Context: an optimization exercise on an open-source flow, tuned for small area. The choices shown serve that exercise and are no tape-out recipe.
At most, simulation tests tie the RTL to the original design; equivalence was not proved.
For runs 2 to 5, only the layout was checked, not whether the RTL still works.
No activity file was given, so power comes from the tool's default toggle rates.

===== flow/design.v =====
module fstc (
    input  wire        clk,
    input  wire        rst,
    input  wire        start,
    input  wire        tick,
    input  wire        rsp_valid,
    input  wire [1:0]  rsp_kind,
    input  wire [7:0]  rsp_b0,
    input  wire [7:0]  rsp_b1,
    output reg         rd_req,
    output wire [1:0]  rd_len,
    output wire        busy,
    output wire        valid,
    output wire        failed,
    output wire [2:0]  err,
    output wire [15:0] sr0,
    output wire [15:0] sr1,
    output wire [15:0] sr2,
    output wire [15:0] sr3,
    output wire [15:0] sr4,
    output wire [15:0] sr5,
    output wire [15:0] sr6,
    output wire [15:0] sr7,
    output wire [15:0] sr8,
    output wire [15:0] sr9,
    output wire [15:0] sr10,
    output wire [15:0] sr11,
    output wire [15:0] sr12,
    output wire [15:0] sr13,
    output wire [15:0] sr14,
    output wire [15:0] sr15
);
    localparam [2:0] PH_IDLE    = 3'd0;
    localparam [2:0] PH_SEARCH  = 3'd1;
    localparam [2:0] PH_LENGTH  = 3'd2;
    localparam [2:0] PH_PAYLOAD = 3'd3;
    localparam [2:0] PH_DONE    = 3'd4;
    localparam [2:0] PH_FAIL    = 3'd5;
    localparam [2:0] ERR_NONE     = 3'd0;
    localparam [2:0] ERR_RECEIVE  = 3'd1;
    localparam [2:0] ERR_TIMEOUT  = 3'd2;
    localparam [2:0] ERR_UNEXPECT = 3'd3;
    localparam [2:0] ERR_CHECKSUM = 3'd4;
    reg [2:0]   phase_q;
    reg [3:0]   wc_q;            
    reg         req_q;
    reg [15:0]  elapsed_q;
    reg [12:0]  cks_q;
    reg [2:0]   err_q;
    reg [15:0]  w_q [0:11];      
    wire [7:0] p0 = rsp_b0;
    wire [7:0] p1 = rsp_b1 & {8{rsp_kind[1]}};
    wire busy_q = (phase_q == PH_SEARCH) | (phase_q == PH_LENGTH) |
                  (phase_q == PH_PAYLOAD);
    wire acc  = rsp_valid & req_q;
    wire kerr = acc & (rsp_kind == 2'd3);
    wire kdat = acc & (rsp_kind[1] ^ rsp_kind[0]);
    wire sof    = (p0 == 8'h42) & (p1 == 8'h4D);
    wire len_ok = (p0 == 8'h00) & (p1 == 8'h1C);
    wire last   = (wc_q == 4'd13);
    wire cks_eq = ({p0, p1} == {3'b000, cks_q});
    wire in_s = (phase_q == PH_SEARCH);
    wire in_l = (phase_q == PH_LENGTH);
    wire in_p = (phase_q == PH_PAYLOAD);
    wire add   = kdat & ((in_s & sof) | in_l | (in_p & ~last));
    wire shift = kdat & in_p & (~wc_q[3] | ~wc_q[2] | (last & ~cks_eq));
    reg [2:0]  phase_r, phase_n;
    reg [2:0]  err_r, err_n;
    reg        req_n;
    reg        busy_r, go, tmo;
    wire gt_lim = (elapsed_q > 16'd5000);
    wire eq_lim = (elapsed_q == 16'd5000);
    wire inc    = tick & busy_q & ~(&elapsed_q);
    always @* begin
        phase_r = phase_q;
        err_r   = err_q;
        if (kerr) begin
            phase_r = PH_FAIL;
            err_r   = ERR_RECEIVE;
        end else if (kdat) begin
            if (in_s & sof)
                phase_r = PH_LENGTH;
            if (in_l) begin
                if (len_ok) phase_r = PH_PAYLOAD;
                else begin phase_r = PH_FAIL; err_r = ERR_UNEXPECT; end
            end
            if (in_p & last) begin
                if (cks_eq) phase_r = PH_DONE;
                else begin phase_r = PH_FAIL; err_r = ERR_CHECKSUM; end
            end
        end
        busy_r = (phase_r == PH_SEARCH) | (phase_r == PH_LENGTH) |
                 (phase_r == PH_PAYLOAD);
        go = start & ~busy_r;
        if (go) begin
            phase_r = PH_SEARCH;
            err_r   = ERR_NONE;
        end
        tmo     = ~go & (gt_lim | (eq_lim & tick));
        phase_n = phase_r;
        err_n   = err_r;
        req_n   = req_q & ~rsp_valid & ~go;
        rd_req  = 1'b0;
        if ((busy_r | go) & ~req_n) begin
            if (tmo) begin
                phase_n = PH_FAIL;
                err_n   = ERR_TIMEOUT;
            end else begin
                req_n  = 1'b1;
                rd_req = ~rst;
            end
        end
    end
    always @(posedge clk) begin
        if (rst) begin
            phase_q <= PH_IDLE;
            req_q   <= 1'b0;
            err_q   <= ERR_NONE;
        end else begin
            phase_q <= phase_n;
            req_q   <= req_n;
            err_q   <= err_n;
        end
        if (rst | go) begin
            wc_q      <= 4'd0;
            elapsed_q <= 16'd0;
            cks_q     <= 13'd0;
        end else begin
            if (inc)         elapsed_q <= elapsed_q + 16'd1;
            if (add)         cks_q     <= cks_q + {5'd0, p0} + {5'd0, p1};
            if (kdat & in_p) wc_q      <= wc_q + 4'd1;
        end
    end
    integer i;
    always @(posedge clk) begin
        if (shift) begin
            w_q[0] <= ~{p0, p1};    
            for (i = 1; i < 12; i = i + 1)
                w_q[i] <= w_q[i-1];
        end
    end
    assign rd_len = 2'd2;
    assign busy   = busy_q;
    assign valid  = (phase_q == PH_DONE);
    assign failed = (phase_q == PH_FAIL);
    assign err    = err_q;
    assign sr0 = {3'b000, wc_q, 1'b0, valid, err_q, req_q, phase_q};
    assign sr1 = {3'b000, cks_q};
    assign sr2 = err_q[2] ? ~w_q[0] : (valid ? {3'b000, cks_q} : 16'h0000);
    assign sr3 = elapsed_q;
    wire [15:0] vm = {16{valid}};
    assign sr4  = ~(w_q[11] | ~vm);
    assign sr5  = ~(w_q[10] | ~vm);
    assign sr6  = ~(w_q[9] | ~vm);
    assign sr7  = ~(w_q[8] | ~vm);
    assign sr8  = ~(w_q[7] | ~vm);
    assign sr9  = ~(w_q[6] | ~vm);
    assign sr10 = ~(w_q[5] | ~vm);
    assign sr11 = ~(w_q[4] | ~vm);
    assign sr12 = ~(w_q[3] | ~vm);
    assign sr13 = ~(w_q[2] | ~vm);
    assign sr14 = ~(w_q[1] | ~vm);
    assign sr15 = ~(w_q[0] | ~vm);
endmodule

===== flow/run.sh =====
#!/bin/bash
# synth_recipe.tcl (not shown) runs the flow's synth.tcl, then flattens the netlist and writes it again
# the make line also repeats each setting of config.mk as NAME=value (left out here)
make -C /OpenROAD-flow-scripts/flow DESIGN_CONFIG=/design/flow/config.mk WORK_HOME=/design/flow/orfs CLKGATE_MAP_FILE= SYNTH_SCRIPT=/design/flow/synth_recipe.tcl finish

===== flow/config.mk =====
export PLATFORM = sky130hd
export DESIGN_NAME = fstc
export DESIGN_NICKNAME = fstc
export VERILOG_FILES = /design/flow/design.v
export SDC_FILE = /design/flow/constraint.sdc
export NUM_CORES = 4
export LEC_CHECK = 0
export ABC_AREA = 1
export CAP_MARGIN = 20
export CORE_MARGIN = 2
export CORE_UTILIZATION = 55
export PLACE_DENSITY = 0.7
export SLEW_MARGIN = 20

===== flow/constraint.sdc =====
create_clock -name core_clock -period 12.0 [get_ports {clk}]
set_input_delay 2.4000 -clock core_clock [delete_from_list [all_inputs] [get_ports {clk}]]
set_output_delay 2.4000 -clock core_clock [all_outputs]
set_load 0.01 [all_outputs]

==> qor.yml, run 1 <==
grt_usage: 0.262
numClockSinks: 232
arrival_ns: 5.47
synth_area_leaders: "edfxtp_1, nor2_1, dfxtp_1"
timing.fmax_ghz: 0.127
drive_gt1_frac: 0.0697
cts_tree: "built"
path_cells: "clkdlybuf4s50_1, ha_1, nand3_1, nor2_1, inv_1, nor2_1, nand2_2, nand3_2, nor2_4, nand2_2, nand2_4, nand2_1, nand3_1, inv_1, clkdlybuf4s50_1"
met1_length_um: 11000
muxShareOfSynthArea: 0
cp-start-kind: "input pin"
period_minus_slack_ns: 7.87
fin_skew_ns: 0.0154
finalWeightedCongestion: 0.944
synth.top_cell.area_share: 0.581
internal_power_mw: 1.38
crit_path_max_incr_delay_ns: 0.80
avgViaCountPerCell: 5.17
die_h_um: 138
nFillCells: 1207
synthSimpleGateAreaFrac: 0.196
p_seq_frac: 0.496
ctsHoldBuffers: 0
grt_antenna_before_repair: 0
io_buffers: 278
synth_top_family_by_area: "simple AND/OR/NAND/NOR gates"
synth_warnings: 2
totalNegativeSetupSlack_ns: 0
synthCells: 918
drc: 0
cts.clk_slew.worst_paths_ns: 0.06
ir_worst_vdd_mv: 0.129
clock_latency_ns: 0.52
coreArea_um2: 17800
rsz0062_at_grt: "false"
drt-wirelength-per-cell_um: 18.2
power_mw: 1.74
swShare: 0.205
synth.distinct_cells: 36
grt_max_degree: 193
netlist_area_um2: 9930
first_iter_violations: 575
synth_compound_area_frac: 0.0389
numCtsBuffers: 24
die_area_um2: 19100
start_util: 0.556
cts_resized: 0
gr-total-overflow: 0
clock_path_buffers: 3
cts_max_level: 1
cp.required_ns: 9.60
top_layer: "met4"
final_core_util: 0.767
cts_setup_buffers: 0
grt_pass1_vias: 7047
hold_viol_final: 0
diodes: 0
crit_buf_inv: 4
synth-adder-area-share: 0.0345
powerDensity_nw_per_um2: 127
post-synth-top-area-cell: "edfxtp_1"
cp_slowest_cell: "clkdlybuf4s50_1"
critical_path.top_delay_family: "buffers and inverters"
fin_nets: 1232
synth-xor-area-share: 0.0124
status: "finished clean"
dp_hpwl_um: 18200
crit_type: "input pin to primary output"
clock_power_share: 0.461
dr_wl_met2_um: 12700
areaGrowthSynthToFinish_pct: 37.9
p_leak_nw: 4.98
boundaryPins: 288
rows: 49
ant_nets: 0
cts_root_buf: "clkbuf_16"
vias: 7414
dr.pass1.iters: 6
regArea_um2: 6570
die_w_um: 138
slew_headroom: 0.177
worst_setup_path_end_kind: "primary output"
path_max_fanout: 16
grt_pass1_wl_um: 39700
max_cap_violations: 0
tightestPinTransition_ns: 1.23
route.met3.wl_um: 1980
fin_area_um2: 13700
yosysSeqAreaShare: 0.661
drt_wl_total_um: 26100
ys_ff_latch: 232
pwr-share-comb: 0.042
slew_viol_final: 0
finalSetupViolations: 0
multi_input_area_um2: 2850
placed_cell_area_um2: 12800
avgSynthCellArea_um2: 10.8
min_period_over_period: 0.656
p_sw_mw: 0.356
hold_path.class: "flop to flop"
per-stage QoR:
stage                     hold WS (ns)  cells  worst slack [ns]
after CTS                        0.437   1434              4.18
final                            0.440   1434              4.13
after global routing             0.449   1434              3.87
after global placement           0.429   1390              4.25
after detailed placement         0.432   1390              4.19
after floorplan                  0.427    925             0.174
placed cells by master (no fill, tap or decap), types with 4 or more instances in the layout:
master and count:
clkdlybuf4s50_1 278, nor2_1 244, edfxtp_1 192, nand2_1 118
inv_1 79, nand3_1 48, dfxtp_1 40, clkbuf_16 24
o21ai_0 23, a21oi_1 19, a21oi_2 16, nor3_1 14
ha_1 13, xor2_1 11, fa_1 9, conb_1 9
or2_2 6, nand4_1 6, clkinvlp_4 5, bufinv_16 5
nand2_4 4, nand2_2 4
power groups by stage:
| stage | sequential [mW] | combinational [mW] | clock (mW) |
|---|---|---|---|
| 5_1_grt | 0.862 | 0.0808 | 0.841 |
| 3_5_place_dp | 0.880 | 0.0723 | 0 |
| 3_3_place_gp | 0.880 | 0.0726 | 0 |
| 2_1_floorplan | 0.880 | 0.0452 | 0 |
| 4_1_cts | 0.862 | 0.0728 | 0.812 |
| 6_report | 0.862 | 0.0730 | 0.802 |
sequential cells by signal, indices dropped and copies added (netlist names):
register   count
cks_q         13
err_q          3
w_q          192
wc_q           4
elapsed_q     16
req_q          1
phase_q        3
metal layers:
metal | vias to the layer above | global-route usage
met2 | 308 | 0.429
met5 | - | 0
met1 | 3521 | 0.359
met4 | 0 | 0.0623
li1 | 3549 | -
met3 | 36 | 0.0617
Yosys cell counts (all sizes together):
master / instances
or2: 6
nand3: 49
and3: 1
inv: 80
nor2: 249
nand3b: 1
buf: 18
o211ai: 2
nand2: 126
a21boi: 1
nand4: 7
a21oi: 35
xnor2: 3
a31oi: 1
fa: 9
edfxtp: 192
a21o: 1
ha: 13
clkbuf: 27
o21ai: 23
nor3: 17
dfxtp: 40
conb: 2
and2: 3
xor2: 11
nor4: 1
worst register-to-register path, cell delays in order (launching register included):
cell	delay [ns]
dfxtp_1	0.53
inv_1	0.14
fa_1	0.60
inv_1	0.07
ha_1	0.28
nand3_1	0.07
nand2_1	0.15
a21oi_1	0.12
o21ai_0	0.44
nand2_1	0.10
a21oi_1	0.18
a21oi_1	0.09
nor3_1	0.22
path summary, 6_finish.rpt:
check | to | slack [ns] | cells after the start | from
worst max-delay path | rd_req | 4.13 | 15 | rsp_kind[1]
worst min-delay path | w_q[6][8]$_DFFE_PP_ | 0.44 | 0 | w_q[5][8]$_DFFE_PP_
worst max register to register | cks_q[10]$_SDFFE_PP0P_ | 8.94 | 12 | cks_q[2]$_SDFFE_PP0P_
worst min register to register | w_q[6][8]$_DFFE_PP_ | 0.44 | 0 | w_q[5][8]$_DFFE_PP_
cell type report:
cell class,count,area share
timing repair buffer,281,0.206
tap,229,0.0209
multi-input combinational,568,0.208
clock buffer,29,0.0467
inverter,80,0.0219
clock inverter,15,0.0165
sequential,232,0.480
logic make-up after synthesis:
| family | after synthesis |
|---|---|
| other | 2 |
| xor gates and xnor gates | 14 |
| and+or+nand+nor | 460 |
| AOI/OAI and AO/OA | 63 |
| DFF | 232 |
| buffers and inverters | 125 |
| adders and majority gates | 22 |
==> inputs of run 2 (changes only) <==
--- a/flow/design.v
+++ b/flow/design.v
@@ -51,6 +51,8 @@
     wire [7:0] p0 = rsp_b0;
     wire [7:0] p1 = rsp_b1 & {8{rsp_kind[1]}};
-    wire busy_q = (phase_q == PH_SEARCH) | (phase_q == PH_LENGTH) |
-                  (phase_q == PH_PAYLOAD);
+    wire in_s = (phase_q == PH_SEARCH);
+    wire in_l = (phase_q == PH_LENGTH);
+    wire in_p = (phase_q == PH_PAYLOAD);
+    wire busy_q = in_s | in_l | in_p;
     wire acc  = rsp_valid & req_q;
     wire kerr = acc & (rsp_kind == 2'd3);
@@ -60,7 +62,4 @@
     wire last   = (wc_q == 4'd13);
     wire cks_eq = ({p0, p1} == {3'b000, cks_q});
-    wire in_s = (phase_q == PH_SEARCH);
-    wire in_l = (phase_q == PH_LENGTH);
-    wire in_p = (phase_q == PH_PAYLOAD);
     wire add   = kdat & ((in_s & sof) | in_l | (in_p & ~last));
     wire shift = kdat & in_p & (~wc_q[3] | ~wc_q[2] | (last & ~cks_eq));
@@ -71,5 +70,4 @@
     wire gt_lim = (elapsed_q > 16'd5000);
     wire eq_lim = (elapsed_q == 16'd5000);
-    wire inc    = tick & busy_q & ~(&elapsed_q);
     always @* begin
         phase_r = phase_q;
@@ -112,4 +110,26 @@
         end
     end
+    wire clr = rst | go;
+    wire [7:0]  ga = p0 & {8{add}};
+    wire [7:0]  gb = p1 & {8{add}};
+    wire [7:0]  s1 = cks_q[7:0] ^ ga ^ gb;
+    wire [8:1]  c1 = (cks_q[7:0] & ga) | (cks_q[7:0] & gb) | (ga & gb);
+    wire [12:0] ax = {cks_q[12:8], s1};
+    wire [12:0] ay = {4'b0000, c1, 1'b0};
+    wire [13:0] ar;
+    wire [12:0] cks_sum;
+    assign ar[0] = 1'b0;
+    wire [16:0] ec;
+    assign ec[0] = tick & busy_q & ~(&elapsed_q);
+    genvar g;
+    generate
+        for (g = 0; g < 13; g = g + 1) begin : g_cks
+            assign cks_sum[g] = ax[g] ^ ay[g] ^ ar[g];
+            assign ar[g+1]    = (ax[g] & ay[g]) | (ax[g] & ar[g]) | (ay[g] & ar[g]);
+        end
+        for (g = 0; g < 16; g = g + 1) begin : g_el
+            assign ec[g+1] = ec[g] & elapsed_q[g];
+        end
+    endgenerate
     always @(posedge clk) begin
         if (rst) begin
@@ -122,13 +142,11 @@
             err_q   <= err_n;
         end
-        if (rst | go) begin
+        if (clr) begin
             wc_q      <= 4'd0;
-            elapsed_q <= 16'd0;
-            cks_q     <= 13'd0;
-        end else begin
-            if (inc)         elapsed_q <= elapsed_q + 16'd1;
-            if (add)         cks_q     <= cks_q + {5'd0, p0} + {5'd0, p1};
-            if (kdat & in_p) wc_q      <= wc_q + 4'd1;
+        end else if (kdat & in_p) begin
+            wc_q      <= wc_q + 4'd1;
         end
+        elapsed_q <= (elapsed_q ^ ec[15:0]) & {16{~clr}};
+        cks_q     <= cks_sum & {13{~clr}};
     end
     integer i;
--- a/flow/config.mk
+++ b/flow/config.mk
@@ -6,5 +6,4 @@
 export NUM_CORES = 4
 export LEC_CHECK = 0
-export ABC_AREA = 1
 export CAP_MARGIN = 20
 export CORE_MARGIN = 2
==> run 2 against run 1 <==
Against the previous run:
- hold slack better by 0.0023 ns
- total power fell by 5.9%
- non-clock buffer count up 2
- routed wire length fell by 8.3%
- critical path depth increased by 6
- cell count down 13%
- first-iteration DRC count is 29% lower
- fmax fell by 13%
- synthesized area decreased by 3.7%
- sequential power barely moved
- critical path type is now input pin to flop
- critical endpoint is now cks_q[11]$_DFF_P_
==> qor.yml, run 2 <==
use_met2: 0.431  # +0.00157
synth_top_flop_cell: "edfxtp_1"
grt_antenna_before_repair: 0  # unchanged
muxShareOfSynthArea: 0.0136  # +0.0136
worst_slack_ns: 2.93  # -1.20 ns
die_w_um: 136  # -1.8%
cts_setup_buffers: 0  # unchanged
synth-adder-area-share: 0.0602  # +0.0257
cp.required_ns: 12.40  # +2.80 ns
clock_latency_ns: 0.51  # about the same
max_cap_violations: 0  # unchanged
io_buffers: 278  # unchanged
grt_pass1_vias: 6287  # -11%
ctsHoldBuffers: 0  # unchanged
synth.most_common_cell: "nor2_1"
synth_edf_count: 192  # unchanged
cp-start-kind: "input pin"
diodes: 0  # unchanged
synth_compound_area_frac: 0.0348  # -0.00414
synth.distinct_cells: 58  # +61%
pwr-share-comb: 0.028  # -0.014
crit_type: "input pin to flop"
internal_power_mw: 1.32  # -4.8%
numCtsBuffers: 24  # unchanged
cts_tree: "built"
rows: 48  # -2.0%
grt_max_degree: 94  # -51%
tightestPinTransition_ns: 0.978  # -0.256 ns
ant_nets: 0  # unchanged
arrival_ns: 9.47  # +4.00 ns
synthCells: 735  # -20%
period_minus_slack_ns: 9.07  # +1.20 ns
fin_skew_ns: 0.0188  # +0.00337 ns
gr-total-overflow: 0  # unchanged
synth.top_cell.area_share: 0.603  # +0.0221
p_leak_nw: 4.79  # -3.8%
vias: 6702  # -9.6%
timing.fmax_ghz: 0.110  # -13%
multi_input_area_um2: 2750  # -3.4%
ir_worst_vdd_mv: 0.103  # -21%
top_regs: "w_q: 192 flops, elapsed_q: 16 flops, cks_q: 13 flops"
powerDensity_nw_per_um2: 123  # -3.1%
totalNegativeSetupSlack_ns: 0  # unchanged
async_reset_ff_frac: 0  # unchanged
regArea_um2: 6570  # unchanged
hold_path.class: "flop to flop"
post-synth-top-area-cell: "edfxtp_1"
drc: 0  # unchanged
clock_power_share: 0.445  # -0.016
synth_warnings: 2  # unchanged
start_util: 0.557  # about the same
die_h_um: 136  # -1.8%
top_register: "w_q"
synthSimpleGateAreaFrac: 0.161  # -0.0353
hold_viol_final: 0  # unchanged
worst_setup_path_end_kind: "flop"
drt-wirelength-per-cell_um: 19.2  # +5.4%
netlist_area_um2: 9560  # -3.7%
min_period_over_period: 0.756  # +0.100
synth_top_family_by_area: "simple AND/OR/NAND/NOR gates"
dp_slack_ns: 2.40  # -1.79 ns
swShare: 0.196  # -0.00938
grt_pass1_wl_um: 35700  # -10%
layout_common_cells: "clkdlybuf4s50_1, nor2_1, edfxtp_1"
p_seq_frac: 0.528  # +0.032
dr.pass1.iters: 6  # unchanged
synth_top_cells_by_count: "nor2_1, edfxtp_1, dfxtp_1"
slew_headroom: 0.347  # +0.170
status: "finished clean"
die_area_um2: 18500  # -3.6%
fin_nets: 1065  # -14%
largest_reg_flops: 192  # unchanged
dp_hpwl_um: 17200  # -5.2%
met3_usage: 0.0701  # +0.00844
first_iter_violations: 408  # -29%
ys_ff_latch: 232  # unchanged
p_sw_mw: 0.320  # -10%
path_max_fanout: 23  # +7
finalWeightedCongestion: 0.928  # -1.7%
fin_area_um2: 13300  # -2.9%
cts_root_buf: "clkbuf_16"
slew_viol_final: 0  # unchanged
reg2reg_setup_slack_ns: 5.20  # -3.74 ns
cts.clk_slew.worst_paths_ns: 0.06  # about the same
clock_path_buffers: 3  # unchanged
boundaryPins: 288  # unchanged
cts_max_level: 1  # unchanged
drive_gt1_frac: 0.0577  # -0.0120
final_common_cell: "clkdlybuf4s50_1"
yosysSeqAreaShare: 0.687  # +0.0252
power_mw: 1.64  # -5.9%
synth-xor-area-share: 0.0119  # -0.000446
synth_area_leaders: "edfxtp_1, dfxtp_1, nor2_1"
grt_usage: 0.252  # -0.00930
areaGrowthSynthToFinish_pct: 39.0
globalRoute.busiestLayer: "met2"
nFillCells: 1044  # -14%
placed_cell_area_um2: 12500  # -2.7%
drt_wl_total_um: 24000  # -8.3%
avgViaCountPerCell: 5.37  # +3.9%
coreArea_um2: 17200  # -3.7%
rsz0062_at_grt: "false"
avgSynthCellArea_um2: 13.0  # +20%
numClockSinks: 232  # unchanged
met1_usage: 0.319  # -0.0400
cts_resized: 0  # unchanged
finalSetupViolations: 0  # unchanged
run 2: changes by cell type in the layout (fill, tap and decap cells not counted), sizes merged, moves of 10 or more:
cell / before / now
nand2: 126 / 30
inv: 81 / 18
nand3: 49 / 8
nor2: 249 / 210
and2: 3 / 32
a21oi: 35 / 7
o21ai: 23 / 8
mux2i: 0 / 13
clkbuf: 29 / 40
nor3: 17 / 7
run 2: through the flow:
step / hold WS (ns) / instances / utilization
floorplan: 0.427 / 742 / -
global placement: 0.429 / 1204 / 0.727
detailed placement: 0.432 / 1204 / 0.727
CTS: 0.431 / 1248 / 0.773
global route: 0.451 / 1248 / 0.774
finish: 0.443 / 1248 / 0.774
run 2: layer usage:
metal | vias up | wire [um] | share of wire
met1 | 3246 | 9220 | 0.39
li1 | 3085 | - | -
met4 | 0 | 628 | 0.026
met2 | 319 | 11900 | 0.50
met3 | 52 | 2190 | 0.091
met5 | - | 0 | 0
run 2: logic make-up (layout without fill, tap and decap cells):
kind of cell,after synthesis,after routing
simple gates,331,331
flops,232,232
buf+inv,63,344
compound gates,44,44
fa+ha+maj,37,37
xor+xnor,13,13
mux,13,13
other cells,2,9
run 2: area by class of cell:
class                   count  share of cell area
inverters                  17             0.00480
clock buffers              40              0.0573
clock inverters             4             0.00292
well taps                 225              0.0212
repair buffers            283               0.213
flip-flops and latches    232               0.494
multi-input cells         447               0.207
run 2: path summary, 6_finish.rpt:
path	start	end	cells after the start
worst max-delay path	rsp_kind[1]	cks_q[11]$_DFF_P_	21
worst min-delay path	w_q[1][3]$_DFFE_PP_	w_q[2][3]$_DFFE_PP_	0
worst max register to register	phase_q[0]$_SDFF_PP0_	cks_q[11]$_DFF_P_	18
worst min register to register	w_q[1][3]$_DFFE_PP_	w_q[2][3]$_DFFE_PP_	0
run 2: power by group through the flow:
stage,combinational (mW),sequential (mW),clock (mW)
after global routing,0.0493,0.862,0.769
after floorplan,0.0232,0.879,0
after global placement,0.0444,0.880,0
after detailed placement,0.0450,0.880,0
final,0.0455,0.863,0.727
after CTS,0.0451,0.863,0.740
run 2: worst max-delay path, stage by stage:
cell and delay (ns):
clkdlybuf4s50_1 0.77, ha_1 0.51, nand3b_2 0.17, or2_4 0.32, a21oi_1 0.13, a31o_2 0.28, nand3_1 0.15, fa_1 0.55
inv_1 0.04, ha_1 0.21, fa_1 0.47, fa_1 0.46, fa_1 0.46, fa_1 0.46, fa_1 0.46, fa_1 0.46
fa_1 0.42, ha_1 0.20, ha_1 0.18, ha_1 0.26, and2_1 0.13
==> inputs of run 3 (changes only) <==
--- a/flow/config.mk
+++ b/flow/config.mk
@@ -9,4 +9,5 @@
 export CORE_MARGIN = 2
 export CORE_UTILIZATION = 55
+export CTS_BUF_LIST = sky130_fd_sc_hd__clkbuf_4
 export PLACE_DENSITY = 0.7
 export SLEW_MARGIN = 20
==> run 3 against run 2 <==
Against the previous run:
- still clean
- utilization is 0.71 points lower
- first-iteration DRC count increased by 7.8%
- sequential share of layout area is 0.46 points higher
- non-clock buffer count is the same
- sequential power about the same
- cell count grew 4.2%
- hold slack got worse by 0.0015 ns
- routed wire length up 0.30%
- clock skew increased by 0.014 ns
- fmax rose by 1.2%
- critical path type unchanged
- critical endpoint unchanged
- largest power group unchanged
- highest routed layer unchanged
==> qor.yml, run 3 <==
ir_worst_vdd_mv: 0.109  # +5.9%
internal_power_mw: 1.20  # -9.0%
holdPathStages: 0  # unchanged
crit_type: "input pin to flop"
cts_setup_buffers: 0  # unchanged
arrival_ns: 9.49  # +0.02 ns
cp.required_ns: 12.53  # +0.13 ns
dr.pass1.iters: 6  # unchanged
cts_tree: "built"
grt_pass1_wl_um: 35800  # +0.42%
p_leak_nw: 4.80  # +0.29%
power_mw: 1.51  # -7.7%
cts_resized: 0  # unchanged
areaGrowthSynthToFinish_pct: 37.7
drt_wl_total_um: 24000  # +0.30%
synth.distinct_cells: 58  # unchanged
hold_viol_final: 0  # unchanged
clock_path_buffers: 3  # unchanged
powerDensity_nw_per_um2: 115  # -6.9%
layout_common_cells: "clkdlybuf4s50_1, nor2_1, edfxtp_1"
final_common_cell: "clkdlybuf4s50_1"
async_reset_ff_frac: 0  # unchanged
largest_reg_flops: 192  # unchanged
r2r-end: "cks_q[11]$_DFF_P_"
finalWeightedCongestion: 0.928  # unchanged
synth-xor-area-share: 0.0119  # unchanged
pwr-share-comb: 0.030  # +0.002
ys_ff_latch: 232  # unchanged
cts_max_level: 2  # +1
gr-total-overflow: 0  # unchanged
rsz0062_at_grt: "false"
drive_gt1_frac: 0.101  # +0.0438
synthSimpleGateAreaFrac: 0.161  # unchanged
top_register: "w_q"
hold_start: "w_q[1][6]$_DFFE_PP_"
tightestPinTransition_ns: 0.992  # +0.0131 ns
top_regs: "w_q: 192 flops, elapsed_q: 16 flops, cks_q: 13 flops"
synth-adder-area-share: 0.0602  # unchanged
numClockSinks: 232  # unchanged
hold-worst-slack_ns: 0.441  # -0.00155 ns
post-synth-top-area-cell: "edfxtp_1"
drt-wirelength-per-cell_um: 18.5  # -3.7%
totalNegativeSetupSlack_ns: 0  # unchanged
grt_antenna_before_repair: 1  # +1
vias: 6796  # +1.4%
coreArea_um2: 17200  # unchanged
p_seq_frac: 0.572  # +0.044
synth.top_cell.area_share: 0.603  # unchanged
synth_edf_count: 192  # unchanged
cts_root_buf: "clkbuf_4"
grt_pass1_vias: 6549  # +4.2%
synth_top_family_by_area: "simple AND/OR/NAND/NOR gates"
reg2reg_setup_slack_ns: 5.22  # +0.02 ns
clock_power_share: 0.398  # -0.047
io_buffers: 278  # unchanged
crit_buf_inv: 2  # unchanged
boundaryPins: 288  # unchanged
die_h_um: 136  # unchanged
use_met2: 0.426  # -0.00421
holdPathEnd: "w_q[2][6]$_DFFE_PP_"
status: "finished clean"
ff2ff_path_depth: 18  # unchanged
die_w_um: 136  # unchanged
cp-start-kind: "input pin"
synth_warnings: 2  # unchanged
path_max_fanout: 23  # unchanged
cpMostUsedCell: "fa_1"
first_iter_violations: 440  # +7.8%
regArea_um2: 6570  # unchanged
p_sw_mw: 0.311  # -2.7%
start_util: 0.557  # unchanged
muxShareOfSynthArea: 0.0136  # unchanged
yosysSeqAreaShare: 0.687  # unchanged
nFillCells: 1096  # +5.0%
ctsHoldBuffers: 0  # unchanged
period_minus_slack_ns: 8.97  # -0.105 ns
multi_input_area_um2: 2750  # unchanged
numCtsBuffers: 55  # +130%
max_cap_violations: 0  # unchanged
placed_cells: 1204  # unchanged
critical_path.top_delay_family: "adder cells"
die_area_um2: 18500  # unchanged
met3_usage: 0.0794  # +0.00932
rr_startpoint: "phase_q[0]$_SDFF_PP0_"
slew_headroom: 0.338  # -0.00876
crit_path_max_incr_delay_ns: 0.79  # +0.02 ns
path_cells: "clkdlybuf4s50_1, ha_1, nand3b_2, or2_4, a21oi_1, a31o_2, nand3_1, fa_1, inv_1, ha_1, fa_1, fa_1, fa_1, fa_1, fa_1, fa_1, fa_1, ha_1, ha_1, ha_1, and2_1"
worst_setup_path_end_kind: "flop"
netlist_area_um2: 9560  # unchanged
ant_nets: 0  # unchanged
clock_latency_ns: 0.64  # +0.13 ns
synth_area_leaders: "edfxtp_1, dfxtp_1, nor2_1"
grt_usage: 0.256  # +0.00316
slew_viol_final: 0  # unchanged
synth_compound_area_frac: 0.0348  # unchanged
finalNonFillerCells: 1300  # +4.2%
dp_hpwl_um: 17200  # unchanged
grt_max_degree: 94  # unchanged
min_period_over_period: 0.747  # -0.00879
cts.clk_slew.worst_paths_ns: 0.07  # about the same
timing.fmax_ghz: 0.112  # +1.2%
rows: 48  # unchanged
avgSynthCellArea_um2: 13.0  # unchanged
synth_top_flop_cell: "edfxtp_1"
fin_skew_ns: 0.0331  # +0.0144 ns
synthCells: 735  # unchanged
finalSetupViolations: 0  # unchanged
swShare: 0.206  # +0.0107
worst_slack_ns: 3.03  # +0.105 ns
globalRoute.busiestLayer: "met2"
synth_top_cells_by_count: "nor2_1, edfxtp_1, dfxtp_1"
synth.most_common_cell: "nor2_1"
dp_slack_ns: 2.40  # unchanged
drc: 0  # unchanged
avgViaCountPerCell: 5.23  # -2.7%
fin_nets: 1096  # +2.9%
met1_usage: 0.312  # -0.00755
hold_path.class: "flop to flop"
cp_slowest_cell: "clkdlybuf4s50_1"
==> run 3: logic make-up (layout without fill, tap and decap cells) <==
family / after synthesis / after routing
and+or+nand+nor: 331 / 331
DFF: 232 / 232
buffers and inverters: 63 / 395
AOI/OAI and AO/OA: 44 / 44
adders and majority gates: 37 / 37
xor gates and xnor gates: 13 / 13
muxes: 13 / 13
other: 2 / 10
==> run 3: power by group through the flow <==
stage	sequential [mW]	combinational, mW	clock (mW)
after floorplan	0.879	0.0232	0
after global placement	0.880	0.0444	0
after detailed placement	0.880	0.0450	0
after CTS	0.862	0.0451	0.621
after global routing	0.862	0.0491	0.657
final	0.862	0.0453	0.601
==> run 3: through the flow <==
step / cell area (um2) / utilization
3_3_place_gp: 12500 / 0.727
2_1_floorplan: 9600 / -
5_1_grt: 13200 / 0.767
4_1_cts: 13200 / 0.766
6_report: 13200 / 0.767
3_5_place_dp: 12500 / 0.727
==> run 3: worst max-delay path by stage <==
stage / startpoint / end / cells past startpoint
5_1_grt: rsp_kind[1] / cks_q[12]$_DFF_P_ / 20
3_5_place_dp: rsp_kind[1] / cks_q[12]$_DFF_P_ / 22
4_1_cts: rsp_kind[1] / cks_q[12]$_DFF_P_ / 22
2_1_floorplan: rsp_b1[2] / w_q[0][0]$_DFFE_PP_ / 5
3_3_place_gp: rsp_kind[1] / cks_q[12]$_DFF_P_ / 22
6_report: rsp_kind[1] / cks_q[11]$_DFF_P_ / 21
==> run 3: layout make-up <==
type | count | share of cell area
tap | 225 | 0.0214
multi-input combinational | 447 | 0.209
antenna | 1 | 0.000190
inverter | 17 | 0.00485
timing repair buffer | 283 | 0.214
sequential | 232 | 0.499
clock inverter | 11 | 0.00352
clock buffer | 84 | 0.0479
==> run 3: per-layer routing <==
metal,routed length [um],share of wire
met1,9330,0.39
met2,11900,0.50
met3,2040,0.085
met4,740,0.031
met5,0,0
==> inputs of run 4 (changes only) <==
--- a/flow/config.mk
+++ b/flow/config.mk
@@ -9,5 +9,7 @@
 export CORE_MARGIN = 2
 export CORE_UTILIZATION = 55
-export CTS_BUF_LIST = sky130_fd_sc_hd__clkbuf_4
+export CTS_BUF_LIST = sky130_fd_sc_hd__clkbuf_8
+export CTS_CLUSTER_DIAMETER = 60
+export CTS_CLUSTER_SIZE = 20
 export PLACE_DENSITY = 0.7
 export SLEW_MARGIN = 20
==> run 4 against run 3 <==
Against the previous run:
- still clean
- global-route usage shrank 0.89 points
- routed wire length shrank 1.7%
- cell area shrank 2.9%
- clock skew shrank 0.0054 ns
- setup slack lost 0.11 ns
- via count shrank 3.3%
- die area is the same
- sequential power is essentially flat
- clock power shrank 35%
- utilization shrank 2.2 points
- hold slack gained 0.0045 ns
- highest routed layer unchanged
==> qor.yml, run 4 <==
avgSynthCellArea_um2: 13.0  # unchanged
crit_path_max_incr_delay_ns: 0.79  # about the same
fin_nets: 1058  # -3.5%
hold_start: "w_q[1][2]$_DFFE_PP_"
grt_pass1_wl_um: 34900  # -2.6%
cts_setup_buffers: 0  # unchanged
vias: 6570  # -3.3%
hold_path.class: "flop to flop"
rsz0062_at_grt: "false"
nFillCells: 1099  # +0.27%
cpMostUsedCell: "fa_1"
layout_common_cells: "clkdlybuf4s50_1, nor2_1, edfxtp_1"
coreArea_um2: 17200  # unchanged
cts_root_buf: "clkbuf_8"
cts_resized: 0  # unchanged
yosysSeqAreaShare: 0.687  # unchanged
synth.top_cell.area_share: 0.603  # unchanged
timing.fmax_ghz: 0.110  # -1.2%
clock_path_buffers: 3  # unchanged
drive_gt1_frac: 0.0438  # -0.0577
slew_headroom: 0.342  # +0.00367
cp.required_ns: 12.41  # -0.12 ns
worst_slack_ns: 2.92  # -0.111 ns
synth.most_common_cell: "nor2_1"
final_core_util: 0.745  # -0.0221
status: "finished clean"
boundaryPins: 288  # unchanged
arrival_ns: 9.48  # about the same
crit_buf_inv: 2  # unchanged
finalWeightedCongestion: 0.928  # unchanged
io_buffers: 278  # unchanged
power_mw: 1.30  # -14%
finalSetupViolations: 0  # unchanged
post-synth-top-area-cell: "edfxtp_1"
dr.pass1.iters: 5  # -1
drc: 0  # unchanged
fin_skew_ns: 0.0277  # -0.00539 ns
ir_worst_vdd_mv: 0.100  # -8.0%
max_cap_violations: 0  # unchanged
grt_usage: 0.247  # -0.00894
ctsHoldBuffers: 0  # unchanged
diodes: 0  # -1
tightestPinTransition_ns: 0.986  # -0.00550 ns
cp_slowest_cell: "clkdlybuf4s50_1"
cts_max_level: 1  # -1
synth_top_flop_cell: "edfxtp_1"
synth_warnings: 2  # unchanged
p_leak_nw: 4.56  # -5.1%
numClockSinks: 232  # unchanged
path_cells: "clkdlybuf4s50_1, ha_1, nand3b_2, or2_4, a21oi_1, a31o_2, nand3_1, fa_1, inv_1, ha_1, fa_1, fa_1, fa_1, fa_1, fa_1, fa_1, fa_1, ha_1, ha_1, ha_1, and2_1"
grt_antenna_before_repair: 0  # -1
clock_latency_ns: 0.52  # -0.12 ns
slew_viol_final: 0  # unchanged
die_w_um: 136  # unchanged
crit_type: "input pin to flop"
areaGrowthSynthToFinish_pct: 33.7
top_regs: "w_q: 192 flops, elapsed_q: 16 flops, cks_q: 13 flops"
cp-start-kind: "input pin"
synth_edf_count: 192  # unchanged
drt-wirelength-per-cell_um: 19.2  # +4.0%
final_common_cell: "clkdlybuf4s50_1"
start_util: 0.557  # unchanged
synth_top_cells_by_count: "nor2_1, edfxtp_1, dfxtp_1"
dp_slack_ns: 2.40  # unchanged
gr-total-overflow: 0  # unchanged
die_area_um2: 18500  # unchanged
cts.clk_slew.worst_paths_ns: 0.12  # +0.05 ns
largest_reg_flops: 192  # unchanged
min_period_over_period: 0.756  # +0.00922
drt_wl_total_um: 23600  # -1.7%
synthCells: 735  # unchanged
synth.distinct_cells: 58  # unchanged
top_register: "w_q"
grt_max_degree: 94  # unchanged
period_minus_slack_ns: 9.08  # +0.111 ns
async_reset_ff_frac: 0  # unchanged
rows: 48  # unchanged
worst_setup_path_end_kind: "flop"
rr_startpoint: "phase_q[0]$_SDFF_PP0_"
numCtsBuffers: 17  # -69%
powerDensity_nw_per_um2: 102  # -11%
path_max_fanout: 23  # unchanged
synth_area_leaders: "edfxtp_1, dfxtp_1, nor2_1"
totalNegativeSetupSlack_ns: 0  # unchanged
ys_ff_latch: 232  # unchanged
netlist_area_um2: 9560  # unchanged
hold_viol_final: 0  # unchanged
ant_nets: 0  # unchanged
cts_tree: "built"
grt_pass1_vias: 6204  # -5.3%
cp-startpoint: "rsp_kind[1]"
first_iter_violations: 493  # +12%
die_h_um: 136  # unchanged
critical_path.top_delay_family: "adder cells"
dp_hpwl_um: 17200  # unchanged
avgViaCountPerCell: 5.35  # +2.3%
run 4: cell counts after synthesis:
Identical to the previous run, type by type.
run 4: final cells by class:
cell class              instances  area [um2]  share of cell area
multi-input cells             447        2750               0.215
well taps                     225         282              0.0220
flip-flops and latches        232        6570               0.513
clock buffers                  17         234              0.0183
inverters                      17        63.8             0.00499
clock inverters                 8        66.3             0.00519
repair buffers                283        2820               0.221
run 4: worst register-to-register path, stage by stage, from the launching register on:
cell     delay, ns
dfxtp_1       0.57
nand3_1       0.30
nor3b_1       0.52
a31o_2        0.39
nand3_1       0.15
fa_1          0.55
inv_1         0.04
ha_1          0.21
fa_1          0.46
fa_1          0.46
fa_1          0.46
fa_1          0.46
fa_1          0.46
fa_1          0.46
fa_1          0.42
ha_1          0.20
ha_1          0.18
ha_1          0.26
and2_1        0.13
run 4: logic make-up (layout without fill, tap and decap cells):
group | Yosys count | count (layout) | synth area share
DFF | 232 | 232 | 0.687
and+or+nand+nor | 331 | 331 | 0.161
xor gates and xnor gates | 13 | 13 | 0.0119
muxes | 13 | 13 | 0.0136
buffers and inverters | 63 | 325 | 0.0310
adders and majority gates | 37 | 37 | 0.0602
AOI/OAI and AO/OA | 44 | 44 | 0.0348
other | 2 | 9 | 0.000785
run 4: worst paths after layout:
path                            slack (ns)                   to  depth (start not counted)
worst max-delay path                  2.92    cks_q[11]$_DFF_P_                         21
worst min-delay path                  0.45  w_q[2][2]$_DFFE_PP_                          0
worst max register to register        5.23    cks_q[11]$_DFF_P_                         18
worst min register to register        0.45  w_q[2][2]$_DFFE_PP_                          0
run 4: report_power, final:
group          internal (mW)  total [mW]  switching [mW]
clock network          0.142       0.392           0.250
registers              0.860       0.861         0.00169
logic                 0.0199      0.0454          0.0255
total                   1.02        1.30           0.277
run 4: metal layers:
metal	routed length, um	global-route usage
met5	0	0
met3	2160	0.0638
met1	9270	0.314
met4	784	0.0833
met2	11400	0.414
run 4: per-stage QoR:
stage                     hold WS [ns]  instance area (um2)  cells
after floorplan                  0.427                 9600    742
after global placement           0.429                12500   1204
after detailed placement         0.432                12500   1204
after CTS                        0.448                12800   1229
after global routing             0.458                12800   1229
final                            0.446                12800   1229
==> inputs of run 5 (changes only) <==
==> flow/flow/run.sh (new file) <==
#!/bin/bash
# Standard synthesis and layout (standard.sh), with two layout choices changed:
#  - each port gets a buf_1 as its port buffer instead of the default pick;
#  - CTS builds the tree from clkbuf_4 cells and adds no dummy loads.
# make's full output goes to flow.log here; ORFS keeps each step's log under orfs/logs/.
set -euo pipefail
bash standard.sh \
  "BUFFER_PORTS_ARGS=-buffer_cell sky130_fd_sc_hd__buf_1" \
  "CTS_ARGS=-sink_clustering_enable -repair_clock_nets -buf_list sky130_fd_sc_hd__clkbuf_4 -dont_use_dummy_load" \
  finish > flow.log 2>&1
==> flow/standard.sh (new file) <==
#!/bin/bash
# synth_recipe.tcl (not shown) runs the flow's synth.tcl, then flattens the netlist and writes it again
# the make line also repeats each setting of config.mk as NAME=value (left out here)
make -C /OpenROAD-flow-scripts/flow DESIGN_CONFIG=/design/flow/config.mk WORK_HOME=/design/flow/orfs CLKGATE_MAP_FILE= SYNTH_SCRIPT=/design/flow/synth_recipe.tcl "${@:-finish}"
--- a/flow/config.mk
+++ b/flow/config.mk
@@ -9,7 +9,4 @@
 export CORE_MARGIN = 2
 export CORE_UTILIZATION = 55
-export CTS_BUF_LIST = sky130_fd_sc_hd__clkbuf_8
-export CTS_CLUSTER_DIAMETER = 60
-export CTS_CLUSTER_SIZE = 20
 export PLACE_DENSITY = 0.7
 export SLEW_MARGIN = 20
removed: flow/run.sh
==> run 5 against run 4 <==
Against the previous run:
- still clean
- clock skew rose by 0.046 ns
- die area is the same
- combinational power is 22% lower
- synthesized area is the same
- non-clock buffer count shrank 2
- hold slack lost 0.051 ns
- total power rose by 5.9%
- via count rose by 0.35%
- global-route usage down 1.3 points
- cell count is 2.6% higher
- highest routed layer unchanged
==> qor.yml, run 5 <==
status: "finished clean"
numCtsBuffers: 58  # +41
ys_ff_latch: 232  # unchanged
hold_path.class: "flop to flop"
synth_edf_count: 192  # unchanged
io_buffers: 278  # unchanged
first_iter_violations: 490  # -0.61%
cts_setup_buffers: 0  # unchanged
p_seq_frac: 0.628  # -0.035
finalWeightedCongestion: 0.873  # -6.0%
cts_resized: 0  # unchanged
period_minus_slack_ns: 8.32  # -0.753 ns
grt_pass1_wl_um: 32800  # -6.0%
die_w_um: 136  # unchanged
async_reset_ff_frac: 0  # unchanged
p_sw_mw: 0.286  # +3.1%
tightestPinTransition_ns: 1.10  # +0.118 ns
post-synth-top-area-cell: "edfxtp_1"
cp.required_ns: 12.46  # +0.05 ns
grt_max_degree: 193  # +110%
synth.distinct_cells: 58  # unchanged
dp_slack_ns: 3.02  # +0.614 ns
drc: 0  # unchanged
synth_top_cells_by_count: "nor2_1, edfxtp_1, dfxtp_1"
ant_nets: 0  # unchanged
clock_power_share: 0.347  # +0.045
synth.top_cell.area_share: 0.603  # unchanged
path_cells: "buf_1, or4_4, nor4_2, a31o_2, nand3_1, fa_1, inv_1, ha_1, fa_1, fa_1, fa_1, fa_1, fa_1, fa_1, fa_1, ha_1, ha_1, ha_1, xnor2_1, nor2_1"
synth_top_flop_cell: "edfxtp_1"
finalSetupViolations: 0  # unchanged
slew_headroom: 0.264  # -0.0776
cts_max_level: 2  # +1
top_register: "w_q"
coreArea_um2: 17200  # unchanged
avgSynthCellArea_um2: 13.0  # unchanged
final_common_cell: "buf_1"
grt_usage: 0.234  # -0.0128
path_max_fanout: 16  # -30%
powerDensity_nw_per_um2: 123  # +21%
vias: 6593  # +0.35%
fin_nets: 1097  # +3.7%
clock_path_buffers: 3  # unchanged
gr-total-overflow: 0  # unchanged
pwr-share-comb: 0.026  # -0.009
grt_antenna_before_repair: 1  # +1
drt-wirelength-per-cell_um: 17.8  # -7.4%
numClockSinks: 232  # unchanged
start_util: 0.557  # unchanged
areaGrowthSynthToFinish_pct: 16.9
dp_hpwl_um: 15600  # -9.6%
synthCells: 735  # unchanged
grt_pass1_vias: 6130  # -1.2%
critical_path.top_delay_family: "adder cells"
cp_slowest_cell: "or4_4"
die_h_um: 136  # unchanged
die_area_um2: 18500  # unchanged
netlist_area_um2: 9560  # unchanged
hold_viol_final: 0  # unchanged
crit_buf_inv: 2  # unchanged
worst_slack_ns: 3.68  # +0.753 ns
min_period_over_period: 0.694  # -0.0628
timing.fmax_ghz: 0.120  # +9.0%
path_depth: 20  # -4.8%
ff2ff_path_depth: 19  # +1
drt_wl_total_um: 22400  # -5.0%
cts.clk_slew.worst_paths_ns: 0.06  # -0.06 ns
p_leak_nw: 4.02  # -12%
cpMostUsedCell: "fa_1"
totalNegativeSetupSlack_ns: 0  # unchanged
fin_skew_ns: 0.0733  # +0.0455 ns
synth_area_leaders: "edfxtp_1, dfxtp_1, nor2_1"
reg2reg_setup_slack_ns: 5.30  # +0.07 ns
cts_tree: "built"
power_mw: 1.38  # +5.9%
layout_common_cells: "buf_1, nor2_1, edfxtp_1"
worst_setup_path_end_kind: "flop"
clock_latency_ns: 0.65  # +0.13 ns
crit_path_max_incr_delay_ns: 0.58  # -0.21 ns
yosysSeqAreaShare: 0.687  # unchanged
ctsHoldBuffers: 0  # unchanged
cts_root_buf: "clkbuf_4"
swShare: 0.208  # -0.00569
holdPathStages: 0  # unchanged
rsz0062_at_grt: "false"
drive_gt1_frac: 0.0754  # +0.0315
slew_viol_final: 0  # unchanged
boundaryPins: 288  # unchanged
arrival_ns: 8.78  # -0.70 ns
crit_type: "input pin to flop"
largest_reg_flops: 192  # unchanged
max_cap_violations: 0  # unchanged
synth.most_common_cell: "nor2_1"
top_regs: "w_q: 192 flops, elapsed_q: 16 flops, cks_q: 13 flops"
internal_power_mw: 1.09  # +6.6%
cp-start-kind: "input pin"
synth_warnings: 2  # unchanged
ir_worst_vdd_mv: 0.0828  # -17%
rows: 48  # unchanged
dr.pass1.iters: 5  # unchanged
avgViaCountPerCell: 5.23  # -2.2%
-- run 5: final timing paths --
kind	start	endpoint
worst min register to register	w_q[4][7]$_DFFE_PP_	w_q[5][7]$_DFFE_PP_
worst min-delay path	w_q[4][7]$_DFFE_PP_	w_q[5][7]$_DFFE_PP_
worst max-delay path	rsp_b0[3]	cks_q[12]$_DFF_P_
worst max register to register	phase_q[0]$_SDFF_PP0_	cks_q[12]$_DFF_P_
-- run 5: stage by stage --
stage,instance area (um2),util,std cells,hold WS [ns]
6_report,11200,0.651,1261,0.394
5_1_grt,11200,0.651,1261,0.378
4_1_cts,11200,0.651,1260,0.392
3_5_place_dp,10700,0.625,1202,0.432
3_3_place_gp,10700,0.625,1202,0.428
2_1_floorplan,9600,-,742,0.427
-- run 5: metal layers --
metal | share of wire | vias up | track usage | routed length, um
met5 | 0 | - | 0 | 0
met4 | 0.018 | 0 | 0.0903 | 409
met3 | 0.087 | 27 | 0.0720 | 1960
met2 | 0.49 | 285 | 0.383 | 10900
met1 | 0.41 | 3137 | 0.294 | 9130
li1 | - | 3144 | - | -
-- run 5: cells by family (layout without fill, tap and decap cells) --
group | after synthesis | count (layout) | share of synthesized area
XOR/XNOR | 13 | 13 | 0.0119
multiplexers | 13 | 13 | 0.0136
other | 2 | 10 | 0.000785
flip-flops | 232 | 232 | 0.687
adder cells (fa/ha/maj) | 37 | 37 | 0.0602
buffers and inverters | 63 | 356 | 0.0310
AO/OA/AOI/OAI | 44 | 44 | 0.0348
AND/OR/NAND/NOR | 331 | 331 | 0.161
-- run 5: final cells by class --
cell class                      instances  area [um2]
Antenna cell                            1        2.50
Sequential cell                       232        6570
Fill cell                            1399        6000
Inverter                               17        63.8
Tap cell                              225         282
Multi-Input combinational cell        447        2750
Clock buffer                           58         435
Timing Repair Buffer                  281        1080
-- run 5: power by group through the flow --
| stage | registers, mW | clock network [mW] | logic, mW |
|---|---|---|---|
| floorplan | 0.879 | 0 | 0.0232 |
| global placement | 0.880 | 0 | 0.0352 |
| detailed placement | 0.880 | 0 | 0.0355 |
| CTS | 0.863 | 0.497 | 0.0355 |
| global route | 0.862 | 0.534 | 0.0393 |
| finish | 0.863 | 0.477 | 0.0355 |
==> inputs of run 6 (changes only) <==
--- a/flow/design.v
+++ b/flow/design.v
@@ -42,10 +42,12 @@
     localparam [2:0] ERR_UNEXPECT = 3'd3;
     localparam [2:0] ERR_CHECKSUM = 3'd4;
-    reg [2:0]   phase_q;
+    reg         f_q;
+    reg [2:0]   x_q;
+    wire [2:0]  phase_q = f_q ? PH_FAIL : x_q;
     reg [3:0]   wc_q;            
     reg         req_q;
     reg [15:0]  elapsed_q;
     reg [12:0]  cks_q;
-    reg [2:0]   err_q;
+    wire [2:0]  err_q = f_q ? x_q : ERR_NONE;
     reg [15:0]  w_q [0:11];      
     wire [7:0] p0 = rsp_b0;
@@ -134,11 +136,11 @@
     always @(posedge clk) begin
         if (rst) begin
-            phase_q <= PH_IDLE;
+            f_q     <= 1'b0;
+            x_q     <= PH_IDLE;
             req_q   <= 1'b0;
-            err_q   <= ERR_NONE;
         end else begin
-            phase_q <= phase_n;
+            f_q     <= (phase_n == PH_FAIL);
+            x_q     <= (phase_n == PH_FAIL) ? err_n : phase_n;
             req_q   <= req_n;
-            err_q   <= err_n;
         end
         if (clr) begin
==> flow/flow/run.sh (replaced) <==
#!/bin/bash
# Standard synthesis and layout (standard.sh), with two layout choices changed:
#  - each port gets a buf_1 as its port buffer instead of the default pick;
#  - CTS builds the tree from clkbuf_8 cells in clusters of up to 16 sinks
#    and adds no dummy loads.
# make's full output goes to flow.log here; ORFS keeps each step's log under orfs/logs/.
set -euo pipefail
bash standard.sh \
  "BUFFER_PORTS_ARGS=-buffer_cell sky130_fd_sc_hd__buf_1" \
  "CTS_ARGS=-sink_clustering_enable -repair_clock_nets -buf_list sky130_fd_sc_hd__clkbuf_8 -sink_clustering_size 16 -sink_clustering_max_diameter 80 -dont_use_dummy_load" \
  finish > flow.log 2>&1
==> run 6 against run 5 <==
Against the previous run:
- still clean
- combinational power is 29% higher
- first-iteration DRC count is 1.0% higher
- via count is 4.4% lower
- critical path type unchanged
- global-route usage is 0.29 points higher
- clock-buffer cell count is 40 lower
- synthesized area is 1.8% lower
- setup slack better by 0.22 ns
- sequential power is 0.8% lower
- sequential cell count is 2 lower
- non-clock buffer count is 4 higher
- synthesized cell count stayed put
- utilization hardly changed
==> qor.yml, run 6 <==
cp-start-kind: "input pin"
path_cells: "buf_1, buf_4, ha_1, and3_1, nand3_1, o21ai_0, buf_4, nand3_1, fa_1, inv_1, ha_1, fa_1, fa_1, fa_1, fa_1, fa_1, fa_1, fa_1, ha_1, ha_1, ha_1, xnor2_1, nor2_1"
die_area_um2: 18100  # -1.7%
areaGrowthSynthToFinish_pct: 15.3
ant_nets: 0  # unchanged
cp_slowest_cell: "fa_1"
min_period_over_period: 0.675  # -0.0183
top_regs: "w_q: 192 flops, elapsed_q: 16 flops, cks_q: 13 flops"
ir_worst_vdd_mv: 0.0950  # +15%
finalWeightedCongestion: 0.949  # +8.6%
layout_common_cells: "buf_1, nor2_1, edfxtp_1"
reg2reg_setup_slack_ns: 5.69  # +0.39 ns
ys_ff_latch: 230  # -0.86%
final_core_util: 0.651  # about the same
fin_nets: 1064  # -3.0%
final_common_cell: "buf_1"
crit_type: "input pin to flop"
io_buffers: 278  # unchanged
hold_viol_final: 0  # unchanged
slew_headroom: 0.331  # +0.0666
first_iter_violations: 495  # +1.0%
top_register: "w_q"
synthCells: 735  # unchanged
fin_area_um2: 10800  # -3.1%
synth.top_cell.area_share: 0.614  # +0.0108
cts_root_buf: "clkbuf_8"
period_minus_slack_ns: 8.10  # -0.219 ns
grt_usage: 0.237  # +0.00292
synth.most_common_cell: "nor2_1"
cts_setup_buffers: 0  # unchanged
path_max_fanout: 23  # +7
p_leak_nw: 4.03  # about the same
cp.required_ns: 12.39  # -0.07 ns
placed_cell_area_um2: 10600  # -1.5%
cpMostUsedCell: "fa_1"
arrival_ns: 8.50  # -0.28 ns
status: "finished clean"
rsz0062_at_grt: "false"
max_cap_violations: 0  # unchanged
hold_path.class: "flop to flop"
clock_latency_ns: 0.52  # -0.13 ns
async_reset_ff_frac: 0  # unchanged
synth.distinct_cells: 55  # -5.2%
fin_skew_ns: 0.0282  # -0.0451 ns
numCtsBuffers: 18  # -69%
slew_viol_final: 0  # unchanged
die_h_um: 135  # -0.85%
drt_wl_total_um: 21900  # -2.4%
boundaryPins: 288  # unchanged
tightestPinTransition_ns: 1.00  # -0.0998 ns
grt_antenna_before_repair: 0  # -1
grt_pass1_wl_um: 32900  # +0.23%
rr_startpoint: "x_q[0]$_SDFF_PP0_"
worst_setup_path_end_kind: "flop"
start_util: 0.565  # +0.00780
dp_hpwl_um: 15700  # +0.63%
totalNegativeSetupSlack_ns: 0  # unchanged
die_w_um: 135  # -0.85%
avgViaCountPerCell: 5.16  # -1.3%
dp_slack_ns: 3.33  # +0.308 ns
synth_top_cells_by_count: "nor2_1, edfxtp_1, dfxtp_1"
drive_gt1_frac: 0.0359  # -0.0394
synth_edf_count: 192  # unchanged
r2r-end: "cks_q[12]$_DFF_P_"
powerDensity_nw_per_um2: 117  # -4.6%
coreArea_um2: 16600  # -3.1%
dr.pass1.iters: 7  # +2
drt-wirelength-per-cell_um: 17.9  # +0.76%
synth_area_leaders: "edfxtp_1, nor2_1, dfxtp_1"
critical_path.top_delay_family: "adder cells"
vias: 6306  # -4.4%
hold_start: "w_q[1][7]$_DFFE_PP_"
yosysSeqAreaShare: 0.695  # +0.00799
cts_max_level: 1  # -1
grt_max_degree: 88  # -54%
rows: 47  # -2.1%
drc: 0  # unchanged
clock_path_buffers: 3  # unchanged
worst_slack_ns: 3.90  # +0.219 ns
diodes: 0  # -1
numClockSinks: 230  # -0.86%
synth_top_flop_cell: "edfxtp_1"
crit_buf_inv: 4  # +2
gr-total-overflow: 0  # unchanged
ctsHoldBuffers: 0  # unchanged
cts_resized: 0  # unchanged
cts.clk_slew.worst_paths_ns: 0.10  # +0.04 ns
post-synth-top-area-cell: "edfxtp_1"
netlist_area_um2: 9400  # -1.8%
ff2ff_path_depth: 21  # +2
path_depth: 23  # +15%
synth_warnings: 2  # unchanged
crit_path_max_incr_delay_ns: 0.51  # -0.07 ns
largest_reg_flops: 192  # unchanged
finalSetupViolations: 0  # unchanged
hold-worst-slack_ns: 0.440  # +0.0456 ns
timing.fmax_ghz: 0.123  # +2.7%
holdPathStages: 0  # unchanged
cts_tree: "built"
grt_pass1_vias: 5889  # -3.9%
holdPathEnd: "w_q[2][7]$_DFFE_PP_"
avgSynthCellArea_um2: 12.8  # -1.8%
## run 6: changes by cell type after synthesis, moves of 3 or more
cell,change
mux2i_1,-12
o21ai_0,+10
and3_1,+6
buf_2,-6
inv_1,+6
nor2b_1,-6
xnor2_1,-6
xor2_1,+6
nor2_1,+4
o31ai_1,-4
a31o_2,-3
o22ai_1,+3
## run 6: area by class of cell
type / instances / area [um2]
flip-flops and latches: 230 / 6530
fillers: 1352 / 5810
multi-input cells: 446 / 2600
repair buffers: 285 / 1100
well taps: 220 / 275
clock buffers: 18 / 248
inverters: 23 / 86.3
## run 6: worst max-delay path by stage
stage | startpoint | endpoint | slack [ns]
floorplan | rsp_kind[0] | w_q[0][0]$_DFFE_PP_ | 2.43
global placement | rsp_kind[1] | cks_q[11]$_DFF_P_ | 3.47
detailed placement | rsp_kind[1] | cks_q[12]$_DFF_P_ | 3.33
CTS | rsp_kind[1] | cks_q[12]$_DFF_P_ | 3.88
global route | rsp_b1[2] | cks_q[12]$_DFF_P_ | 3.53
finish | rsp_kind[1] | cks_q[12]$_DFF_P_ | 3.90
## run 6: report_power, final
group | switching [mW] | internal [mW]
logic | 0.0320 | 0.0139
clock network | 0.233 | 0.136
registers | 0.00264 | 0.853
## run 6: logic make-up (layout without fill, tap and decap cells)
group	Yosys count	count (layout)	synth area share
AO/OA/AOI/OAI	49	49	0.0344
XOR/XNOR	13	13	0.0121
adder cells (fa/ha/maj)	37	37	0.0613
buffers and inverters	66	326	0.0340
flip-flops	230	230	0.695
multiplexers	1	1	0.00107
other	2	9	0.000799
AND/OR/NAND/NOR	337	337	0.162
## run 6: through the flow
step                      power, mW  std cells
final                          1.27       1222
after global routing           1.32       1222
after CTS                      1.28       1222
after floorplan               0.905        742
after detailed placement      0.920       1204
after global placement        0.920       1204
## run 6: routing by layer
metal  vias to the layer above  track usage  wire length, um
li1                       3044            -                -
met1                      2991        0.315             9130
met5                         -            0                0
met4                         0       0.0702              458
met2                       241        0.389            10500
met3                        30       0.0601             1810
==> inputs of run 7 (changes only) <==
==> flow/run.sh (new file) <==
#!/bin/bash
# synth_recipe.tcl (not shown) runs the flow's synth.tcl, then flattens the netlist and writes it again
# the make line also repeats each setting of config.mk as NAME=value (left out here)
make -C /OpenROAD-flow-scripts/flow DESIGN_CONFIG=/design/flow/config.mk WORK_HOME=/design/flow/orfs CLKGATE_MAP_FILE= SYNTH_SCRIPT=/design/flow/synth_recipe.tcl finish
--- a/flow/config.mk
+++ b/flow/config.mk
@@ -9,4 +9,7 @@
 export CORE_MARGIN = 2
 export CORE_UTILIZATION = 55
+export CTS_BUF_LIST = sky130_fd_sc_hd__clkbuf_8
+export CTS_CLUSTER_DIAMETER = 60
+export CTS_CLUSTER_SIZE = 16
 export PLACE_DENSITY = 0.7
 export SLEW_MARGIN = 20
removed: flow/flow/run.sh
removed: flow/standard.sh
==> run 7 against run 6 <==
Against the previous run:
- still clean on timing, DRC and antenna
- sequential share of layout area shrank 8.5 points
- setup slack worse by 0.83 ns
- first-iteration DRC count is 0.40% lower
- utilization increased by 11 points
- global-route usage grew 1.7 points
- fmax fell by 9.3%
- critical endpoint is now cks_q[11]$_DFF_P_
- highest routed layer unchanged
==> qor.yml, run 7 <==
diodes: 0  # unchanged
avgSynthCellArea_um2: 12.8  # unchanged
slew_viol_final: 0  # unchanged
cts_resized: 0  # unchanged
drt-wirelength-per-cell_um: 19.3  # +7.5%
die_area_um2: 18100  # unchanged
start_util: 0.565  # unchanged
avgViaCountPerCell: 5.33  # +3.2%
grt_pass1_wl_um: 35300  # +7.5%
drive_gt1_frac: 0.0346  # -0.00134
async_reset_ff_frac: 0  # unchanged
cts_max_level: 1  # unchanged
worst_setup_path_end_kind: "flop"
cts_tree: "built"
layout_common_cells: "clkdlybuf4s50_1, nor2_1, edfxtp_1"
cp-start-kind: "input pin"
die_w_um: 135  # unchanged
numClockSinks: 230  # unchanged
status: "finished clean"
min_period_over_period: 0.745  # +0.0694
p_leak_nw: 4.71  # +17%
final_common_cell: "clkdlybuf4s50_1"
synth_area_leaders: "edfxtp_1, nor2_1, dfxtp_1"
netlist_area_um2: 9400  # unchanged
powerDensity_nw_per_um2: 103  # -12%
die_h_um: 135  # unchanged
cts_root_buf: "clkbuf_8"
largest_reg_flops: 192  # unchanged
clock_path_buffers: 3  # unchanged
synth_warnings: 2  # unchanged
clock_latency_ns: 0.52  # about the same
synth.distinct_cells: 55  # unchanged
ctsHoldBuffers: 0  # unchanged
io_buffers: 278  # unchanged
ys_ff_latch: 230  # unchanged
totalNegativeSetupSlack_ns: 0  # unchanged
grt_pass1_vias: 6279  # +6.6%
synth.top_cell.area_share: 0.614  # unchanged
vias: 6564  # +4.1%
timing.fmax_ghz: 0.112  # -9.3%
ant_nets: 0  # unchanged
grt_max_degree: 101  # +15%
dr.pass1.iters: 5  # -2
rsz0062_at_grt: "false"
dp_hpwl_um: 17600  # +13%
ir_worst_vdd_mv: 0.0824  # -13%
synth_top_cells_by_count: "nor2_1, edfxtp_1, dfxtp_1"
synth_edf_count: 192  # unchanged
arrival_ns: 9.35  # +0.85 ns
hold-worst-slack_ns: 0.453  # +0.0129 ns
first_iter_violations: 493  # -0.40%
boundaryPins: 288  # unchanged
hold_path.class: "flop to flop"
top_regs: "w_q: 192 flops, elapsed_q: 16 flops, cks_q: 13 flops"
cts.clk_slew.worst_paths_ns: 0.10  # about the same
synth.most_common_cell: "nor2_1"
drt_wl_total_um: 23700  # +8.4%
crit_type: "input pin to flop"
drc: 0  # unchanged
yosysSeqAreaShare: 0.695  # unchanged
grt_antenna_before_repair: 0  # unchanged
finalWeightedCongestion: 0.933  # -1.6%
synthCells: 735  # unchanged
cts_setup_buffers: 0  # unchanged
grt_usage: 0.254  # +0.0171
coreArea_um2: 16600  # unchanged
synth_top_flop_cell: "edfxtp_1"
path_max_fanout: 23  # unchanged
hold_viol_final: 0  # unchanged
tightestPinTransition_ns: 1.06  # +0.0594 ns
top_register: "w_q"
rows: 47  # unchanged
post-synth-top-area-cell: "edfxtp_1"
gr-total-overflow: 0  # unchanged
fin_skew_ns: 0.0225  # -0.00561 ns
numCtsBuffers: 18  # unchanged
period_minus_slack_ns: 8.94  # +0.832 ns
cp.required_ns: 12.42  # +0.03 ns
fin_nets: 1061  # -0.28%
finalSetupViolations: 0  # unchanged
nFillCells: 1026  # -24%
max_cap_violations: 0  # unchanged
areaGrowthSynthToFinish_pct: 34.2
slew_headroom: 0.291  # -0.0396
[run 7: cell counts after synthesis]
Identical to the previous run, type by type.
[run 7: logic make-up after synthesis]
logic type	after synthesis	synth area share
other	2	0.000799
flip-flops	230	0.695
multiplexers	1	0.00107
adder cells (fa/ha/maj)	37	0.0613
AND/OR/NAND/NOR	337	0.162
XOR/XNOR	13	0.0121
AO/OA/AOI/OAI	49	0.0344
buffers and inverters	66	0.0340
[run 7: routing by layer]
| layer | up-vias | global-route usage | routed length, um | part of all wire |
|---|---|---|---|---|
| met5 | - | 0 | 0 | 0 |
| met4 | 0 | 0.0807 | 651 | 0.027 |
| met3 | 39 | 0.0694 | 2150 | 0.090 |
| met2 | 287 | 0.435 | 11900 | 0.50 |
| met1 | 3192 | 0.316 | 9050 | 0.38 |
| li1 | 3046 | - | - | - |
[run 7: critical path, stage by stage]
cell and delay (ns):
clkdlybuf4s50_1 0.83, ha_1 0.50, and3_1 0.22, nand3_1 0.14, o21ai_0 0.20, buf_4 0.22
nand3_1 0.12, fa_1 0.55, inv_1 0.04, ha_1 0.19, fa_1 0.45, fa_1 0.46
fa_1 0.48, fa_1 0.47, fa_1 0.46, fa_1 0.46, fa_1 0.40, ha_1 0.19
ha_1 0.18, ha_1 0.26, and2_1 0.13
[run 7: power breakdown]
group	internal [mW]	switching [mW]	total, mW
logic	0.0252	0.0317	0.0570
clock network	0.144	0.242	0.386
registers	0.853	0.00278	0.856
total	1.02	0.277	1.30
[run 7: area by class of cell]
type,instances,area [um2],share of cell area
sequential,230,6530,0.517
timing repair buffer,282,2820,0.223
multi-input combinational,446,2600,0.206
tap,220,275,0.0218
clock buffer,18,248,0.0196
inverter,23,86.3,0.00685
clock inverter,13,61.3,0.00486
[run 7: path summary, 6_finish.rpt]
kind | start | to | slack (ns) | cells after the start
worst max-delay path | rsp_kind[1] | cks_q[11]$_DFF_P_ | 3.06 | 21
worst min-delay path | w_q[5][6]$_DFFE_PP_ | w_q[6][6]$_DFFE_PP_ | 0.45 | 0
worst max register to register | f_q$_SDFF_PP0_ | cks_q[11]$_DFF_P_ | 5.58 | 21
worst min register to register | w_q[5][6]$_DFFE_PP_ | w_q[6][6]$_DFFE_PP_ | 0.45 | 0
[run 7: metrics by stage]
| stage | utilization | worst slack (ns) | std cells | power (mW) | cell area (um2) |
|---|---|---|---|---|---|
| floorplan | - | 2.43 | 742 | 0.905 | 9430 |
| global placement | 0.739 | 2.69 | 1201 | 0.930 | 12300 |
| detailed placement | 0.739 | 2.56 | 1201 | 0.931 | 12300 |
| CTS | 0.758 | 3.11 | 1232 | 1.31 | 12600 |
| global route | 0.758 | 2.86 | 1232 | 1.34 | 12600 |
| finish | 0.758 | 3.06 | 1232 | 1.30 | 12600 |

## static timing again, ports no longer ideal
In the flow no input, the clock included, has a driving cell. The finished layouts below were timed again as built, in two steps. Step 1 sets driving cells, clkbuf_16 on the clock port and buf_2 on the other inputs (assumed; they add their load-dependent delay and slew). Step 2 moves the port delays by t, midway between the first and last clock arrival at a register: inputs arrive t later, outputs are due t later. That takes back most of the time a late clock gives input paths. Three values: no drivers, after step 1, after step 2; two values: the first two.
| run | t, ns | setup WS [ns] | worst setup path after step 2 | latest minus earliest clock arrival (ns) | slew at the worst register clock pin (ns) |
|---|---|---|---|---|---|
| run 1 | 0.557 | 4.129 / 4.097 / 4.097 | input to output | 0.016 / 0.016 | 0.07 / 0.07 |
| run 2 | 0.546 | 2.929 / 2.951 / 2.406 | input to register | 0.021 / 0.021 | 0.06 / 0.06 |
| run 3 | 0.664 | 3.035 / 3.054 / 2.390 | input to register | 0.038 / 0.038 | 0.07 / 0.07 |
| run 4 | 0.541 | 2.924 / 2.941 / 2.400 | input to register | 0.028 / 0.028 | 0.12 / 0.12 |
| run 5 | 0.653 | 3.677 / 3.695 / 3.042 | input to register | 0.074 / 0.074 | 0.06 / 0.06 |
| run 6 | 0.542 | 3.897 / 3.918 / 3.376 | input to register | 0.028 / 0.029 | 0.10 / 0.10 |
| run 7 | 0.544 | 3.064 / 3.080 / 2.537 | input to register | 0.025 / 0.025 | 0.10 / 0.10 |
After both steps setup and hold are still met in every run listed. For run 3, which loses most, drivers alone change the setup slack by +0.019 ns; drivers and shift together by -0.645 ns.
